This design comes from an exercise in tuning for small area, a short achievable clock period and few clock cycles on the open sky130 flow, not from production work. Function was checked by simulation only, so behaviour that the tests miss may differ from the original. Power figures rest on the tool's default switching activity, not on a simulated workload.

[constraint.sdc]
create_clock -name core_clock -period 36.0 [get_ports {clk}]
set_input_delay 7.2000 -clock core_clock [delete_from_list [all_inputs] [get_ports {clk}]]
set_output_delay 7.2000 -clock core_clock [all_outputs]
set_load 0.01 [all_outputs]
[config.mk]
export PLATFORM = sky130hd
export DESIGN_NAME = pec_temp_core
export DESIGN_NICKNAME = pec_temp_core
export VERILOG_FILES = /design/flow/design.v
export SDC_FILE = /design/flow/constraint.sdc
export NUM_CORES = 4
export LEC_CHECK = 0
export CAP_MARGIN = 20
export CORE_MARGIN = 2
export CORE_UTILIZATION = 30
export SETUP_SLACK_MARGIN = 1.0
export SLEW_MARGIN = 20
[design.v]
module crc8_step (
    input  wire [7:0] crc_in,
    input  wire [7:0] data,
    output reg  [7:0] crc_out
);
    integer i;
    always @* begin
        crc_out = crc_in ^ data;
        for (i = 0; i < 8; i = i + 1) begin
            if (crc_out[7])
                crc_out = {crc_out[6:0], 1'b0} ^ 8'h07;
            else
                crc_out = {crc_out[6:0], 1'b0};
        end
    end
endmodule
module temp_convert (
    input  wire [15:0] raw,
    output wire [31:0] tcc,
    output wire [63:0] f64
);
    assign tcc = {15'd0, raw, 1'b0} - 32'd27315;
    function [19:0] tab_p;
        input [4:0] x;
        case (x)
            5'd0: tab_p = 20'h0;
            5'd1: tab_p = 20'ha3d7;
            5'd2: tab_p = 20'h147ae;
            5'd3: tab_p = 20'h1eb85;
            5'd4: tab_p = 20'h28f5c;
            5'd5: tab_p = 20'h33333;
            5'd6: tab_p = 20'h3d70a;
            5'd7: tab_p = 20'h47ae1;
            5'd8: tab_p = 20'h51eb8;
            5'd9: tab_p = 20'h5c28f;
            5'd10: tab_p = 20'h66666;
            5'd11: tab_p = 20'h70a3d;
            5'd12: tab_p = 20'h7ae14;
            5'd13: tab_p = 20'h851eb;
            5'd14: tab_p = 20'h8f5c2;
            5'd15: tab_p = 20'h99999;
            5'd16: tab_p = 20'ha3d70;
            5'd17: tab_p = 20'hae147;
            5'd18: tab_p = 20'hb851e;
            5'd19: tab_p = 20'hc28f5;
            5'd20: tab_p = 20'hccccc;
            5'd21: tab_p = 20'hd70a3;
            5'd22: tab_p = 20'he147a;
            5'd23: tab_p = 20'heb851;
            5'd24: tab_p = 20'hf5c28;
            default: tab_p = 20'h0;
        endcase
    endfunction
    function [17:0] tab_pg;
        input [4:0] x;
        case (x)
            5'd0: tab_pg = 18'h0;
            5'd1: tab_pg = 18'h147b;
            5'd2: tab_pg = 18'h28f6;
            5'd3: tab_pg = 18'h3d71;
            5'd4: tab_pg = 18'h51ec;
            5'd5: tab_pg = 18'h6667;
            5'd6: tab_pg = 18'h7ae2;
            5'd7: tab_pg = 18'h8f5d;
            5'd8: tab_pg = 18'ha3d8;
            5'd9: tab_pg = 18'hb853;
            5'd10: tab_pg = 18'hccce;
            5'd11: tab_pg = 18'he149;
            5'd12: tab_pg = 18'hf5c4;
            5'd13: tab_pg = 18'h10a3f;
            5'd14: tab_pg = 18'h11eba;
            5'd15: tab_pg = 18'h13335;
            5'd16: tab_pg = 18'h147b0;
            5'd17: tab_pg = 18'h15c2b;
            5'd18: tab_pg = 18'h170a6;
            5'd19: tab_pg = 18'h18521;
            5'd20: tab_pg = 18'h1999c;
            5'd21: tab_pg = 18'h1ae17;
            5'd22: tab_pg = 18'h1c292;
            5'd23: tab_pg = 18'h1d70d;
            5'd24: tab_pg = 18'h1eb88;
            default: tab_pg = 18'h0;
        endcase
    endfunction
    function [21:0] tab_j;
        input [5:0] x;
        case (x)
            6'd0: tab_j = 22'h68000;
            6'd1: tab_j = 22'h48000;
            6'd2: tab_j = 22'h28000;
            6'd3: tab_j = 22'h8000;
            6'd4: tab_j = 22'he8000;
            6'd5: tab_j = 22'hc8000;
            6'd6: tab_j = 22'ha8000;
            6'd7: tab_j = 22'h88000;
            6'd8: tab_j = 22'h68000;
            6'd9: tab_j = 22'h48000;
            6'd10: tab_j = 22'h28000;
            6'd11: tab_j = 22'h8000;
            6'd12: tab_j = 22'he8000;
            6'd13: tab_j = 22'hc8000;
            6'd14: tab_j = 22'ha8000;
            6'd15: tab_j = 22'h88000;
            6'd16: tab_j = 22'h68000;
            6'd17: tab_j = 22'h48000;
            6'd18: tab_j = 22'h28000;
            6'd19: tab_j = 22'h8000;
            6'd20: tab_j = 22'h3e8000;
            6'd21: tab_j = 22'hc8000;
            6'd22: tab_j = 22'ha8000;
            6'd23: tab_j = 22'h88000;
            6'd24: tab_j = 22'h68000;
            6'd32: tab_j = 22'h98000;
            6'd33: tab_j = 22'hb8000;
            6'd34: tab_j = 22'hd8000;
            6'd35: tab_j = 22'hf8000;
            6'd36: tab_j = 22'h18000;
            6'd37: tab_j = 22'h38000;
            6'd38: tab_j = 22'h58000;
            6'd39: tab_j = 22'h78000;
            6'd40: tab_j = 22'h98000;
            6'd41: tab_j = 22'hb8000;
            6'd42: tab_j = 22'hd8000;
            6'd43: tab_j = 22'hf8000;
            6'd44: tab_j = 22'h18000;
            6'd45: tab_j = 22'h38000;
            6'd46: tab_j = 22'h58000;
            6'd47: tab_j = 22'h78000;
            6'd48: tab_j = 22'h98000;
            6'd49: tab_j = 22'hb8000;
            6'd50: tab_j = 22'hd8000;
            6'd51: tab_j = 22'hf8000;
            6'd52: tab_j = 22'h18000;
            6'd53: tab_j = 22'h38000;
            6'd54: tab_j = 22'h58000;
            6'd55: tab_j = 22'h78000;
            6'd56: tab_j = 22'h98000;
            default: tab_j = 22'h0;
        endcase
    endfunction
    function [1:0] tab_d;
        input [5:0] x;
        case (x)
            6'd0: tab_d = 2'h0;
            6'd1: tab_d = 2'h0;
            6'd2: tab_d = 2'h0;
            6'd3: tab_d = 2'h0;
            6'd4: tab_d = 2'h0;
            6'd5: tab_d = 2'h0;
            6'd6: tab_d = 2'h0;
            6'd7: tab_d = 2'h0;
            6'd8: tab_d = 2'h1;
            6'd9: tab_d = 2'h1;
            6'd10: tab_d = 2'h1;
            6'd11: tab_d = 2'h1;
            6'd12: tab_d = 2'h1;
            6'd13: tab_d = 2'h1;
            6'd14: tab_d = 2'h1;
            6'd15: tab_d = 2'h1;
            6'd16: tab_d = 2'h1;
            6'd17: tab_d = 2'h1;
            6'd18: tab_d = 2'h1;
            6'd19: tab_d = 2'h1;
            6'd20: tab_d = 2'h2;
            6'd21: tab_d = 2'h2;
            6'd22: tab_d = 2'h2;
            6'd23: tab_d = 2'h2;
            6'd24: tab_d = 2'h2;
            6'd32: tab_d = 2'h0;
            6'd33: tab_d = 2'h0;
            6'd34: tab_d = 2'h0;
            6'd35: tab_d = 2'h0;
            6'd36: tab_d = 2'h0;
            6'd37: tab_d = 2'h0;
            6'd38: tab_d = 2'h0;
            6'd39: tab_d = 2'h0;
            6'd40: tab_d = 2'h1;
            6'd41: tab_d = 2'h1;
            6'd42: tab_d = 2'h1;
            6'd43: tab_d = 2'h1;
            6'd44: tab_d = 2'h1;
            6'd45: tab_d = 2'h1;
            6'd46: tab_d = 2'h1;
            6'd47: tab_d = 2'h1;
            6'd48: tab_d = 2'h1;
            6'd49: tab_d = 2'h1;
            6'd50: tab_d = 2'h1;
            6'd51: tab_d = 2'h1;
            6'd52: tab_d = 2'h1;
            6'd53: tab_d = 2'h2;
            6'd54: tab_d = 2'h2;
            6'd55: tab_d = 2'h2;
            6'd56: tab_d = 2'h2;
            default: tab_d = 2'h0;
        endcase
    endfunction
    function [4:0] tab_r3;
        input [5:0] x;
        case (x)
            6'd0: tab_r3 = 5'ha;
            6'd1: tab_r3 = 5'hc;
            6'd2: tab_r3 = 5'he;
            6'd3: tab_r3 = 5'h10;
            6'd4: tab_r3 = 5'h12;
            6'd5: tab_r3 = 5'h14;
            6'd6: tab_r3 = 5'h16;
            6'd7: tab_r3 = 5'h18;
            6'd8: tab_r3 = 5'h1;
            6'd9: tab_r3 = 5'h3;
            6'd10: tab_r3 = 5'h5;
            6'd11: tab_r3 = 5'h7;
            6'd12: tab_r3 = 5'h9;
            6'd13: tab_r3 = 5'hb;
            6'd14: tab_r3 = 5'hd;
            6'd15: tab_r3 = 5'hf;
            6'd16: tab_r3 = 5'h11;
            6'd17: tab_r3 = 5'h13;
            6'd18: tab_r3 = 5'h15;
            6'd19: tab_r3 = 5'h17;
            6'd20: tab_r3 = 5'h0;
            6'd21: tab_r3 = 5'h2;
            6'd22: tab_r3 = 5'h4;
            6'd23: tab_r3 = 5'h6;
            6'd24: tab_r3 = 5'h8;
            6'd32: tab_r3 = 5'hf;
            6'd33: tab_r3 = 5'hd;
            6'd34: tab_r3 = 5'hb;
            6'd35: tab_r3 = 5'h9;
            6'd36: tab_r3 = 5'h7;
            6'd37: tab_r3 = 5'h5;
            6'd38: tab_r3 = 5'h3;
            6'd39: tab_r3 = 5'h1;
            6'd40: tab_r3 = 5'h18;
            6'd41: tab_r3 = 5'h16;
            6'd42: tab_r3 = 5'h14;
            6'd43: tab_r3 = 5'h12;
            6'd44: tab_r3 = 5'h10;
            6'd45: tab_r3 = 5'he;
            6'd46: tab_r3 = 5'hc;
            6'd47: tab_r3 = 5'ha;
            6'd48: tab_r3 = 5'h8;
            6'd49: tab_r3 = 5'h6;
            6'd50: tab_r3 = 5'h4;
            6'd51: tab_r3 = 5'h2;
            6'd52: tab_r3 = 5'h0;
            6'd53: tab_r3 = 5'h17;
            6'd54: tab_r3 = 5'h15;
            6'd55: tab_r3 = 5'h13;
            6'd56: tab_r3 = 5'h11;
            default: tab_r3 = 5'h0;
        endcase
    endfunction
    reg [11:0] q;
    reg [4:0]  r;
    reg [5:0]  rt;
    integer i;
    always @* begin
        r = raw[15:11];
        q = 12'd0;
        if (r >= 5'd25) begin r = r - 5'd25; q[11] = 1'b1; end
        for (i = 10; i >= 0; i = i - 1) begin
            rt = {r, raw[i]};
            if (rt >= 6'd25) begin rt = rt - 6'd25; q[i] = 1'b1; end
            r = rt[4:0];
        end
    end
    wire sgn = (raw <= 16'd13657);           
    wire [13:0] q3x = {2'b0, q} + {1'b0, q, 1'b0};
    wire [17:0] pls = {4'd0, q3x} + tab_pg(r);
    wire        m   = pls[17];
    wire [16:0] pl  = pls[16:0];
    wire [16:0] pre;                        
    assign pre[16] = 1'b0;
    genvar gj;
    generate for (gj = 15; gj >= 0; gj = gj - 1) begin : gpre
        assign pre[gj] = pre[gj+1] | raw[gj];
    end endgenerate
    wire [16:0] adj;                        
    assign adj[0] = 1'b0;
    assign adj[1] = 1'b0;
    assign adj[2] = raw[1] & raw[0];
    assign adj[3] = raw[2] & (raw[1] | raw[0]);
    generate for (gj = 4; gj < 16; gj = gj + 1) begin : gadj
        assign adj[gj] = raw[gj-1] & (raw[gj-2] | raw[gj-3] | raw[gj-4]);
    end endgenerate
    assign adj[16] = 1'b0;
    wire [16:0] lm;
    generate for (gj = 0; gj < 17; gj = gj + 1) begin : glm
        if (gj < 16) begin : a
            assign lm[gj] = pre[gj+1] | (raw[gj] & adj[gj]);
        end else begin : b
            assign lm[gj] = 1'b0;
        end
    end endgenerate
    wire [16:0] onek  = {lm[15:0], 1'b1} & ~lm;
    wire        p_g   = |(pl & lm & ~{1'b0, lm[16:1]});
    wire        p_s   = |(pl & {1'b0, lm[16:1]});
    wire        p_l   = |(pl & onek);
    wire        p_up  = p_g & (p_s | p_l);
    wire [17:0] plr   = {1'b0, pl & ~lm} + (p_up ? {1'b0, onek} : 18'd0);
    wire [18:0] x     = {1'b0, plr} + {m, 17'd0};
    wire [21:0] jv = tab_j({sgn, r});
    wire [21:0] L  = jv + ({3'd0, x} ^ {22{sgn}}) + {21'd0, sgn};
    wire [1:0]  c  = L[21:20];               
    wire [19:0] lw = L[19:0];
    wire [4:0]  r3 = tab_r3({sgn, r});
    wire [1:0]  dq = tab_d({sgn, r});
    wire [12:0] q3 = sgn ? (13'd1092 - {q, 1'b0} - {11'd0, dq})
                         : ({q, 1'b0} - 13'd1093 + {11'd0, dq});
    wire [19:0] pp = tab_p(r3);
    wire        uf0 = (r3 == 5'd0) & (c == 2'b11);
    wire [12:0] q3a = q3 - {12'd0, uf0};
    reg  [6:0]  lead;
    integer b;
    always @* begin
        if (q3 == 13'd0)
            lead = (r3 >= 5'd13) ? 7'd55 : (r3 >= 5'd7) ? 7'd54 :
                   (r3 >= 5'd4)  ? 7'd53 : (r3 >= 5'd2) ? 7'd52 : 7'd51;
        else if (q3a == 13'd0)
            lead = 7'd55;
        else begin
            lead = 7'd56;
            for (b = 0; b < 13; b = b + 1)
                if (q3a[b]) lead = 7'd56 + b[6:0];
        end
    end
    wire [4:0] sh = 7'd68 - lead;           
    wire [5:0] rs = 6'd16 - {1'b0, sh};     
    wire [19:0] lm2;
    generate for (gj = 0; gj < 20; gj = gj + 1) begin : glm2
        assign lm2[gj] = ({1'b0, sh} + gj) < 16;
    end endgenerate
    wire [19:0] onr  = {lm2[18:0], 1'b1} & ~lm2;
    wire        t_g  = |(lw & lm2 & ~{1'b0, lm2[19:1]});
    wire        t_s  = |(lw & {1'b0, lm2[19:1]});
    wire        t_l  = |(lw & onr);
    wire        t_up = t_g & (t_s | t_l);
    wire [20:0] lr   = {1'b0, lw & ~lm2} + (t_up ? {1'b0, onr} : 21'd0);
    wire [1:0]  ct   = c + {1'b0, lr[20]};    
    wire [35:0] mid  = {pp, pp[19:4]} + {{34{ct[1]}}, ct};
    wire        uf   = (r3 == 5'd0) & (ct == 2'b11);
    wire [12:0] q3f  = q3 - {12'd0, uf};
    wire [68:0] ar   = {q3f, mid, lr[19:0]};
    wire [69:0] nrm  = {1'b0, ar} << sh;
    wire        ovf  = nrm[69];                  
    wire [51:0] frac = ovf ? 52'd0 : nrm[67:16];
    wire [10:0] ex   = {4'd0, lead} + 11'd965 + {10'd0, ovf};
    assign f64 = {sgn, ex, frac};
endmodule
module pec_temp_core (
    input  wire        clk,
    input  wire        rst,       
    input  wire        req,
    input  wire        we,
    input  wire [5:0]  addr,      
    input  wire [1:0]  size,      
    input  wire [3:0]  be,        
    input  wire [31:0] wdata,
    output wire        ready,
    output reg  [31:0] rdata,
    output wire        err
);
    localparam [3:0] CODE_NONE = 4'd0, CODE_OK = 4'd1, CODE_PEC = 4'd2,
                     CODE_LEN = 4'd3, CODE_REG = 4'd4, CODE_CMD = 4'd5;
    reg [7:0]  crc_q;
    reg [7:0]  rx0, rx1, rx2;        
    reg [2:0]  rxcnt;
    reg        fbv;                  
    reg [7:0]  fb1, fb3, fb4, fpec;  
    reg        cv;                   
    reg [15:0] raw_q;                
    reg [63:0] tf64_q;               
    reg        pend;                 
    reg        tver;
    reg [3:0]  code;
    reg [7:0]  lastop;
    wire bus_err = (size != 2'd2) || (addr[1:0] != 2'b00) || (we && (be != 4'hF));
    assign err = bus_err;
    wire rd_f64 = !we && (addr[5:3] == 3'b101);        
    assign ready = !(pend && rd_f64);
    wire acc    = req && !bus_err;                      
    wire cmd_wr = acc && we && (addr[5:2] == 4'h1);
    wire rx_wr  = acc && we && (addr[5:2] == 4'h4);
    wire [7:0]  op  = wdata[7:0];
    wire [7:0]  a8  = wdata[15:8];
    wire [15:0] a16 = wdata[31:16];
    wire a8z  = (a8 == 8'd0);
    wire a16z = (a16 == 16'd0);
    wire op_hi0 = (op[7:4] == 4'd0);
    wire is0 = op_hi0 && (op[3:0] == 4'd0);
    wire is1 = op_hi0 && (op[3:0] == 4'd1);
    wire is2 = op_hi0 && (op[3:0] == 4'd2);
    wire is3 = op_hi0 && (op[3:0] == 4'd3);
    wire is4 = op_hi0 && (op[3:0] == 4'd4);
    wire is5 = op_hi0 && (op[3:0] == 4'd5);
    wire is6 = op_hi0 && (op[3:0] == 4'd6);
    wire is7 = op_hi0 && (op[3:0] == 4'd7);
    wire is8 = op_hi0 && (op[3:0] == 4'd8);
    wire legal = ((is0 || is1 || is7 || is8) && a8z && a16z) ||
                 ((is2 || is3 || is4 || is5) && a16z) ||
                 (is6 && a8z);
    wire treg = (a8 == 8'h06) || (a8 == 8'h07) || (a8 == 8'h08);
    wire do_cmd  = cmd_wr && legal;
    wire do_srst = do_cmd && is8;
    wire [7:0] crc_feed;
    crc8_step u_feed (.crc_in(crc_q), .data(a8), .crc_out(crc_feed));
    wire [7:0] c1, c2, c3, c4, crc_frame;
    crc8_step u_f0 (.crc_in(8'h00), .data(8'hB4), .crc_out(c1));
    crc8_step u_f1 (.crc_in(c1),    .data(a8),    .crc_out(c2));
    crc8_step u_f2 (.crc_in(c2),    .data(8'hB5), .crc_out(c3));
    crc8_step u_f3 (.crc_in(c3),    .data(rx0),   .crc_out(c4));
    crc8_step u_f4 (.crc_in(c4),    .data(rx1),   .crc_out(crc_frame));
    wire rx_full  = (rxcnt == 3'd3);
    wire pec_good = (crc_frame == rx2);
    wire [31:0] conv_tcc;
    wire [63:0] conv_f64;
    temp_convert u_conv (.raw(raw_q), .tcc(conv_tcc), .f64(conv_f64));
    wire framecmd  = is3 || is4 || is5;
    wire rd_badreg = is5 && !treg;
    wire fr_ok     = framecmd && !rd_badreg && rx_full;    
    wire conv_rd   = is5 && fr_ok && pec_good;             
    wire conv_clr  = is5 && !(fr_ok && pec_good);          
    wire consume   = framecmd || is7;
    reg [3:0] code_n;
    always @* begin
        if (!legal)                     code_n = CODE_CMD;
        else if (rd_badreg)             code_n = CODE_REG;
        else if (framecmd && !rx_full)  code_n = CODE_LEN;
        else if ((is4 || is5) && !pec_good) code_n = CODE_PEC;
        else                            code_n = CODE_OK;
    end
    always @(posedge clk) begin
        if (rst || do_srst) begin
            crc_q  <= 8'd0;
            rxcnt  <= 3'd0;
            fbv    <= 1'b0;
            cv     <= 1'b0;
            pend   <= 1'b0;
            tver   <= 1'b0;
            code   <= CODE_NONE;
            lastop <= 8'd0;
        end else begin
            pend <= 1'b0;
            if (rx_wr && !rxcnt[2])
                rxcnt <= rxcnt + 3'd1;
            if (cmd_wr) begin
                lastop <= op;
                code   <= code_n;
            end
            if (do_cmd) begin
                if (is1) crc_q <= 8'd0;
                if (is2) crc_q <= crc_feed;
                if (fr_ok) begin
                    crc_q <= crc_frame;
                    fbv   <= 1'b1;
                end
                if (consume) rxcnt <= 3'd0;
                if (conv_clr) begin cv <= 1'b0; tver <= 1'b0; end
                if (conv_rd || is6) begin
                    cv   <= 1'b1;
                    pend <= 1'b1;
                    tver <= is5;
                end
            end
        end
    end
    always @(posedge clk) begin
        if (rx_wr && rxcnt == 3'd0) rx0 <= wdata[7:0];
        if (rx_wr && rxcnt == 3'd1) rx1 <= wdata[7:0];
        if (rx_wr && rxcnt == 3'd2) rx2 <= wdata[7:0];
        if (do_cmd && fr_ok) begin
            fb1  <= a8;
            fb3  <= rx0;
            fb4  <= rx1;
            fpec <= rx2;
        end
        if (do_cmd && (conv_rd || is6))
            raw_q <= is6 ? a16 : {rx1, rx0};
        if (pend)
            tf64_q <= conv_f64;
    end
    wire [3:0] ra = addr[5:2];
    wire v0 = (rxcnt != 3'd0);
    wire v1 = rxcnt[2] || rxcnt[1];
    wire v2 = rxcnt[2] || (rxcnt == 3'd3);
    always @* begin
        rdata = 32'd0;
        case (ra)
            4'h0: rdata = 32'h50454338;
            4'h2: rdata = {16'd0, lastop, 3'd0, tver, code};
            4'h3: rdata = 32'h0000005A;
            4'h5: rdata = {5'd0, rxcnt, rx2 & {8{v2}}, rx1 & {8{v1}}, rx0 & {8{v0}}};
            4'h6: rdata = {24'd0, crc_q};
            4'h7: rdata = fbv ? {fb3, 8'hB5, fb1, 8'hB4} : 32'd0;
            4'h8: rdata = fbv ? {16'd0, fpec, fb4} : 32'd0;
            4'h9: rdata = cv ? conv_tcc : 32'd0;
            4'hA: rdata = cv ? tf64_q[31:0] : 32'd0;
            4'hB: rdata = cv ? tf64_q[63:32] : 32'd0;
            4'hC: rdata = cv ? {16'd0, raw_q} : 32'd0;
            default: rdata = 32'd0;
        endcase
    end
endmodule
[run.sh]
#!/bin/bash
# synth_recipe.tcl (not shown) runs the flow's synth.tcl, then flattens the netlist and writes it again
# the make line also repeats each setting of config.mk as NAME=value (left out here)
make -C /OpenROAD-flow-scripts/flow DESIGN_CONFIG=/design/flow/config.mk WORK_HOME=/design/flow/orfs CLKGATE_MAP_FILE= SYNTH_SCRIPT=/design/flow/synth_recipe.tcl finish
==> run_results.csv, run 1 <==
group,metric,value,unit
run_status,outcome,"complete, no violations",
clock_tree,clockBufferDepth,2,
placed_design,port_buffers,81,
placed_design,placedInstanceArea,29200,um2
worst_setup_path,critPathArrivalTime,34.53,ns
floorplan,dieArea,87900,um2
floorplan,ioPinCount,82,
final_layout,area_growth,24.2,%
min_path,hold_path_class,"reg -> reg",
clock_tree,clk_latency,0.44,ns
timing,skew,0.0182,ns
final_layout,fin_area,31900,um2
timing,finalHoldViolations,0,
global_routing,antenna_found_initial,1,
worst_setup_path,crit_path_start_kind,"register",
power,power.share.clock,0.385,
power,comb_power_share,0.164,
synthesis,seq_area_frac_synth,0.179,
synthesis,synth_edf_count,136,
global_routing,grt_max_degree,66,
power,p_int,0.323,mW
clock_tree,cts_root_buf,"clkbuf_16",
clock_tree,cts_max_level,4,
routing,drc,0,
synthesis,yosys.area.top_type,"edfxtp_1",
timing,setup_viol,0,
clock_tree,cts_tree,"done",
synthesis,syn_inst,3334,
timing,max_freq,29.1,MHz
global_routing,first_global_vias,24500,
synthesis,yosysUniqueCellTypes,140,
final_layout,fin_util,0.375,
timing,rsz0062_at_grt,"true",
worst_setup_path,reg2regPathDepth,203,
floorplan,core_area,85000,um2
routing,firstDrtPassIters,9,
routing,vias,27400,
timing,worst_slack,1.67,ns
timing,drv_slew,0,
synthesis,synth_flop_cell,"edfxtp_1",
synthesis,synth-seq-cells,162,
worst_setup_path,critPathCaptureType,"register",
worst_setup_path,cpPeakStageDelay,0.55,ns
final_layout,layout_commonest_cell,"nand2_1",
global_routing,grt_pass1_wl,147000,um
worst_setup_path,ff2ff_setup_slack,1.67,ns
power,p_leak,12.3,nW
worst_setup_path,slowest_stage,"fa_1",
min_path,worstHoldStart,"code[1]$_SDFFE_PP0P_",
power,vdd_drop_max,27.1,uV
placed_design,pre_cts_ws,-0.650,ns
floorplan,die_height,297,um
clock_tree,clock-sinks,162,
synthesis,syn_area,25700,um2
routing,wl_per_cell,21.2,um
clock_tree,clk_pin_slew,0.07,ns
routing,drtAntennaViolNets,0,
floorplan,die_x,297,um
power,swShare,0.275,
floorplan,row_count,107,
final_layout,drive_gt1_frac,0.205,
timing,period_share,0.954,
timing,setup_tns,0,ns
timing,worstMarginPinSlew,1.03,ns
synthesis,synthTopCellsByArea,"edfxtp_1, ha_1, xnor2_1, mux2i_1, nand2_1",
synthesis,async_flop_share,0,
worst_setup_path,worstPathMaxFanout,7,
power,p_per_area,14.0,nW/um2
job,cap_violations,0,
worst_setup_path,reg2reg_to,"tf64_q[58]$_DFFE_PP_",
synthesis,avgSynthCellArea,7.70,um2
timing,finalHoldWorstSlack,0.488,ns
routing,viasPerCell,5.84,
routing,wirelength,99500,um
min_path,holdPathStages,2,
power,p_sw,0.123,mW
placed_design,hpwl,75800,um
synthesis,synth-warning-count,3,
global_routing,grtUsageTotal,0.213,
clock_tree,cts_buffers,17,
min_path,worst_hold_path.endpoint,"code[1]$_SDFFE_PP0P_",
final_layout,fillers,8677,
worst_setup_path,r2r_start,"raw_q[12]$_DFFE_PP_",
power,seqPwrFrac,0.450,
placed_design,gp_congestion,0.970,
worst_setup_path,crit_required,36.20,ns
timing,fin_crit,34.33,ns
worst_setup_path,cpMostUsedCell,"a21oi_2",
final_layout,layout.nets,3771,
routing,first_iter_violations,3335,
worst_setup_path,crit_type,"reg -> reg",
floorplan,initial_core_util,0.302,
timing,slew_headroom,0.314,
final_layout,mostFrequentLayoutCells,"nand2_1, nor2_1, buf_4",
global_routing,grt-ovfl-total,0,
synthesis,synth_top_area_share,0.159,
-- synthesized netlist by cell type, drive strengths merged, types with 19 or more instances --
master,number
dfxtp,26
ha,166
nor3,111
o311ai,19
and3,46
a211o,19
nand2,349
a31oi,47
a21oi,259
nor4,31
xor2,67
buf,60
and2,46
clkbuf,134
o21bai,35
or3,19
nor2,316
a211oi,59
nor2b,23
a222oi,26
o21ai,153
o211ai,36
mux2i,145
xnor2,206
nand3,100
nand4,21
nand2b,32
inv,148
mux2,41
o22ai,26
o21a,29
a21o,66
o31ai,23
edfxtp,136
a22oi,25
-- final cells by class --
| class | count | area, um2 | share of cell area |
|---|---|---|---|
| clock buffers | 18 | 429 | 0.0135 |
| flip-flops and latches | 162 | 4610 | 0.144 |
| diodes | 2 | 5.00 | 0.000157 |
| repair inverters | 2 | 17.5 | 0.000549 |
| well taps | 1144 | 1430 | 0.0449 |
| multi-input cells | 2831 | 21600 | 0.676 |
| repair buffers | 373 | 3070 | 0.0964 |
| inverters | 153 | 658 | 0.0206 |
| clock inverters | 13 | 106 | 0.00334 |
-- stage by stage --
step	std cells	power (mW)
global route	4696	0.461
CTS	4573	0.445
floorplan	3335	0.257
global placement	4520	0.276
detailed placement	4520	0.277
finish	4698	0.446
-- what timing repair did --
action,CTS,global route
resized for setup,41,169
pin swaps,11,150
buffers inserted,20,118
gates cloned,2,5
hold buffers,0,0
endpoints found under the setup margin,63,63
-- worst max-delay path by stage --
stage,end,startpoint,slack (ns)
after floorplan,tf64_q[60]$_DFFE_PP_,raw_q[12]$_DFFE_PP_,0.95
after global placement,tf64_q[40]$_SDFFCE_PP0P_,raw_q[12]$_DFFE_PP_,-0.23
after detailed placement,tf64_q[40]$_SDFFCE_PP0P_,raw_q[12]$_DFFE_PP_,-0.65
after CTS,tf64_q[60]$_DFFE_PP_,raw_q[12]$_DFFE_PP_,1.01
after global routing,tf64_q[60]$_DFFE_PP_,raw_q[12]$_DFFE_PP_,-0.09
final,tf64_q[58]$_DFFE_PP_,raw_q[12]$_DFFE_PP_,1.67
-- routing by layer --
metal,up-vias,part of all wire,wire [um],global-route usage
li1,12900,-,-,-
met1,13100,0.44,44200,0.312
met2,1316,0.44,43300,0.326
met3,182,0.089,8820,0.0268
met4,0,0.032,3210,0.0597
met5,-,0,0,0
-- registers in the layout, indices dropped and copies added, names as in the netlist, 3 cells and up --
signal,count
raw_q,16
rx0,8
crc_q,8
rx1,8
fb3,8
lastop,8
rx2,8
code,3
tf64_q,64
fpec,8
rxcnt,3
fb1,8
fb4,8
-- power groups by stage --
stage	logic (mW)	registers [mW]	clock network, mW
finish	0.0733	0.201	0.172
global route	0.0798	0.201	0.181
CTS	0.0722	0.201	0.172
detailed placement	0.0715	0.205	0
global placement	0.0711	0.205	0
floorplan	0.0523	0.205	0
-- logic make-up after synthesis --
group / after synthesis / synth area share
AO/OA/AOI/OAI: 1018 / 0.282
buffers and inverters: 347 / 0.0535
AND/OR/NAND/NOR: 1154 / 0.213
other: 1 / 0.000146
multiplexers: 191 / 0.0791
XOR/XNOR: 276 / 0.0978
adder cells (fa/ha/maj): 185 / 0.0950
flip-flops: 162 / 0.179
-- critical path: cells and delay by family, from the launching register on --
| family | cells | cell delay (ns) |
|---|---|---|
| flops | 1 | 0.41 |
| simple gates | 39 | 6.23 |
| xor+xnor | 14 | 2.20 |
| compound gates | 93 | 16.34 |
| buf+inv | 28 | 2.29 |
| fa+ha+maj | 26 | 5.81 |
| mux | 3 | 0.78 |
Testbench counts, summed over its fixed seeds: cycles 30,014.
==> inputs of run 2 (changes only) <==
--- a/config.mk
+++ b/config.mk
@@ -5,6 +5,7 @@
 export SDC_FILE = /design/flow/constraint.sdc
 export NUM_CORES = 4
 export LEC_CHECK = 0
+export ABC_AREA = 1
 export CAP_MARGIN = 20
 export CORE_MARGIN = 2
 export CORE_UTILIZATION = 30
==> run 2 against run 1 <==
Compared with the run above: final area fell by 14%; via count fell by 3.1%; synthesized area fell by 3.4%; synthesized cell count rose by 15%; core utilization fell by 4.1 points; register-to-register slack improved by 2.3 ns; sequential power barely moved; global-route usage rose by 0.14 points; clock skew fell by 0.0070 ns; critical endpoint is now tf64_q[35]$_SDFFCE_PP0P_; largest cell class unchanged; largest power group unchanged.
==> run_results.csv, run 2 <==
group,metric,value,unit
final_layout,regArea,4610,um2
final_layout,multi_input_area,17700,um2
final_layout,registers.top_by_ff_count,"tf64_q",
clock_tree,cts_max_level,4,
routing,drc,0,
final_layout,drive_gt1_frac,0.0959,
worst_setup_path,critPathCaptureType,"register",
floorplan,die_height,291,um
worst_setup_path,critPathArrivalTime,32.27,ns
clock_tree,clockBufferDepth,2,
final_layout,mostFrequentLayoutCells,"nand2_1, nand3_1, inv_1",
worst_setup_path,cpMostUsedCell,"nand2_1",
synthesis,synthSimpleGateAreaFrac,0.367,
power,p_per_area,20.5,nW/um2
worst_setup_path,crit_path_start_kind,"register",
placed_design,port_buffers,81,
synthesis,synth_top_family_by_area,"simple AND/OR/NAND/NOR gates",
final_layout,largest_reg_flops,64,
final_layout,layout_commonest_cell,"nand2_1",
synthesis,synth_edf_count,136,
final_layout,top_regs,"tf64_q x64, raw_q x16",
worst_setup_path,cpPeakStageDelay,0.74,ns
timing,max_freq,31.2,MHz
synthesis,synth.most_common_cell,"nand2_1",
floorplan,ioPinCount,82,
timing,period_share,0.891,
routing,viasPerCell,5.37,
routing,vias,26600,
synthesis,synth_compound_area_frac,0.157,
placed_design,gp_congestion,1.00,
floorplan,row_count,105,
synthesis,synth_flop_cell,"edfxtp_1",
synthesis,syn_area,24800,um2
power,vdd_drop_max,35.9,uV
synthesis,avgSynthCellArea,6.45,um2
routing,wirelength,94700,um
placed_design,hpwl,76100,um
routing,firstDrtPassIters,6,
clock_tree,cts_hold_buf,0,
timing,rsz0062_at_grt,"true",
synthesis,syn_inst,3844,
clock_tree,cts_buffers,17,
timing,worstMarginPinSlew,1.12,ns
global_routing,grt-ovfl-total,0,
synthesis,synthTopCellsByCount,"nand2_1, nand3_1, inv_1",
global_routing,grt_max_degree,66,
clock_tree,clock-sinks,162,
synthesis,synth_top_area_share,0.165,
final_layout,area_growth,10.6,%
floorplan,initial_core_util,0.302,
worst_setup_path,crit_required,36.21,ns
clock_tree,clk_latency,0.44,ns
floorplan,core_area,82000,um2
synthesis,async_flop_share,0,
min_path,hold_path_class,"reg -> reg",
routing,wl_per_cell,19.1,um
global_routing,antenna_found_initial,0,
timing,skew,0.0112,ns
clock_tree,clk_pin_slew,0.07,ns
synthesis,muxShareOfSynthArea,0.00404,
timing,drv_slew,0,
worst_setup_path,worstPathMaxFanout,62,
synthesis,synthAdderAreaFrac,0.0975,
timing,slew_headroom,0.254,
synthesis,synth-warning-count,3,
routing,drtAntennaViolNets,0,
clock_tree,cts_tree,"done",
final_layout,fillers,9055,
final_layout,layout.nets,4099,
timing,fin_crit,32.06,ns
synthesis,synthTopCellsByArea,"edfxtp_1, nand2_1, nand3_1, ha_1, inv_1",
routing,first_iter_violations,2994,
clock_tree,cts_root_buf,"clkbuf_16",
synthesis,seq_area_frac_synth,0.186,
floorplan,dieArea,84900,um2
global_routing,grt_pass1_wl,143000,um
timing,setup_viol,0,
power,p_leak,12.2,nW
global_routing,grtUsageTotal,0.215,
synthesis,synth-seq-cells,162,
global_routing,first_global_vias,24300,
run_status,outcome,"complete, no violations",
job,cap_violations,0,
synthesis,synth_xor_area_frac,0.0830,
synthesis,yosys.area.top_type,"edfxtp_1",
synthesis,yosysUniqueCellTypes,76,
worst_setup_path,crit_type,"reg -> reg",
timing,setup_tns,0,ns
final_layout,diodes,0,
final_layout,fin_util,0.334,
worst_setup_path,slowest_stage,"nand3_4",
floorplan,die_x,291,um
timing,finalHoldViolations,0,
## run 2: changes by cell type in the layout (fill, tap and decap cells not counted), sizes merged, moves of 51 or more
cell,change
nand2,+597
xnor2,-132
nand3,+408
buf,-246
inv,+353
nor3,-73
o21ai,+78
mux2i,-135
xor2,+90
a211oi,-53
a21oi,-51
nor2,+83
a21o,-59
## run 2: cells by family (layout without fill, tap and decap cells)
logic type / after synthesis / after routing
AOI/OAI and AO/OA: 628 / 628
xor gates and xnor gates: 232 / 232
adders and majority gates: 183 / 183
buffers and inverters: 635 / 671
DFF: 162 / 162
muxes: 10 / 10
other: 1 / 2
and+or+nand+nor: 1993 / 1993
## run 2: report_power, final
part	switching [mW]	internal, mW
clock	0.0825	0.111
sequential	0.00000987	0.201
combinational	0.103	0.0658
## run 2: final timing paths
check / from / end / slack (ns) / cells after the start
worst min register to register: rx1[3]$_DFFE_PP_ / fb4[3]$_DFFE_PP_ / 0.45 / 0
worst max-delay path: raw_q[12]$_DFFE_PP_ / tf64_q[35]$_SDFFCE_PP0P_ / 3.94 / 211
worst max register to register: raw_q[12]$_DFFE_PP_ / tf64_q[35]$_SDFFCE_PP0P_ / 3.94 / 211
worst min-delay path: rx1[3]$_DFFE_PP_ / fb4[3]$_DFFE_PP_ / 0.45 / 0
## run 2: critical path, delay by kind of cell (launching register included)
| kind | cells | cell delay [ns] |
|---|---|---|
| AOI/OAI and AO/OA | 41 | 6.16 |
| xor gates and xnor gates | 5 | 1.08 |
| and+or+nand+nor | 115 | 14.83 |
| buffers and inverters | 26 | 2.58 |
| DFF | 1 | 0.46 |
| adders and majority gates | 24 | 6.61 |
## run 2: per-layer routing
| metal | vias up | wire length, um | part of all wire | global-route usage |
|---|---|---|---|---|
| met5 | - | 0 | 0 | 0 |
| met4 | 0 | 3950 | 0.042 | 0.0826 |
| met3 | 173 | 7440 | 0.079 | 0.0234 |
| met2 | 1231 | 41600 | 0.44 | 0.337 |
| met1 | 12300 | 41700 | 0.44 | 0.301 |
| li1 | 12900 | - | - | - |
## run 2: final cells by class
type | count | area share
multi-input combinational | 3048 | 0.646
clock buffer | 19 | 0.0158
tap | 1070 | 0.0489
inverter | 511 | 0.0710
timing repair inverter | 1 | 0.000274
timing repair buffer | 127 | 0.0435
sequential | 162 | 0.168
clock inverter | 13 | 0.00648
## run 2: stage by stage
stage	area [um2]	instances	hold slack, ns	power [mW]	setup WS (ns)
finish	27400	4951	0.452	0.563	3.94
global route	27400	4951	0.455	0.585	0.847
CTS	27000	4921	0.452	0.561	1.63
detailed placement	26400	4889	0.435	0.369	1.73
global placement	26400	4889	0.429	0.369	2.58
floorplan	24800	3845	0.426	0.335	7.20
## run 2: timing repair
item | 4_1_cts | 5_1_grt
buffers inserted | 0 | 29
resized for setup | 0 | 56
endpoints found under the setup margin | 0 | 63

## re-timing with driven ports
Ports are ideal in the flow. The routed layouts listed here were re-timed in OpenROAD.
Step 1, drivers: a clkbuf_16 drives clk and a buf_2 each remaining input, both assumed.
Step 2 times the ports against the registers' clock, not the clock port: input delays grow and output delays shrink by t, the midpoint of the rising clock arrivals with the driver on.
Slacks: ideal / step 1 / step 2; pairs: ideal / step 1.
| run | t, ns | slack for setup (ns) | worst register clock-pin slew, ns | worst data-port slew with drivers (ns) |
|---|---|---|---|---|
| run 1 | 0.478 | 1.667 / 1.667 / 1.667 | 0.08 / 0.08 | 0.04 |
| run 2 | 0.487 | 3.939 / 3.939 / 3.939 | 0.07 / 0.07 | 0.04 |
After both steps setup and hold are still met in every run listed.
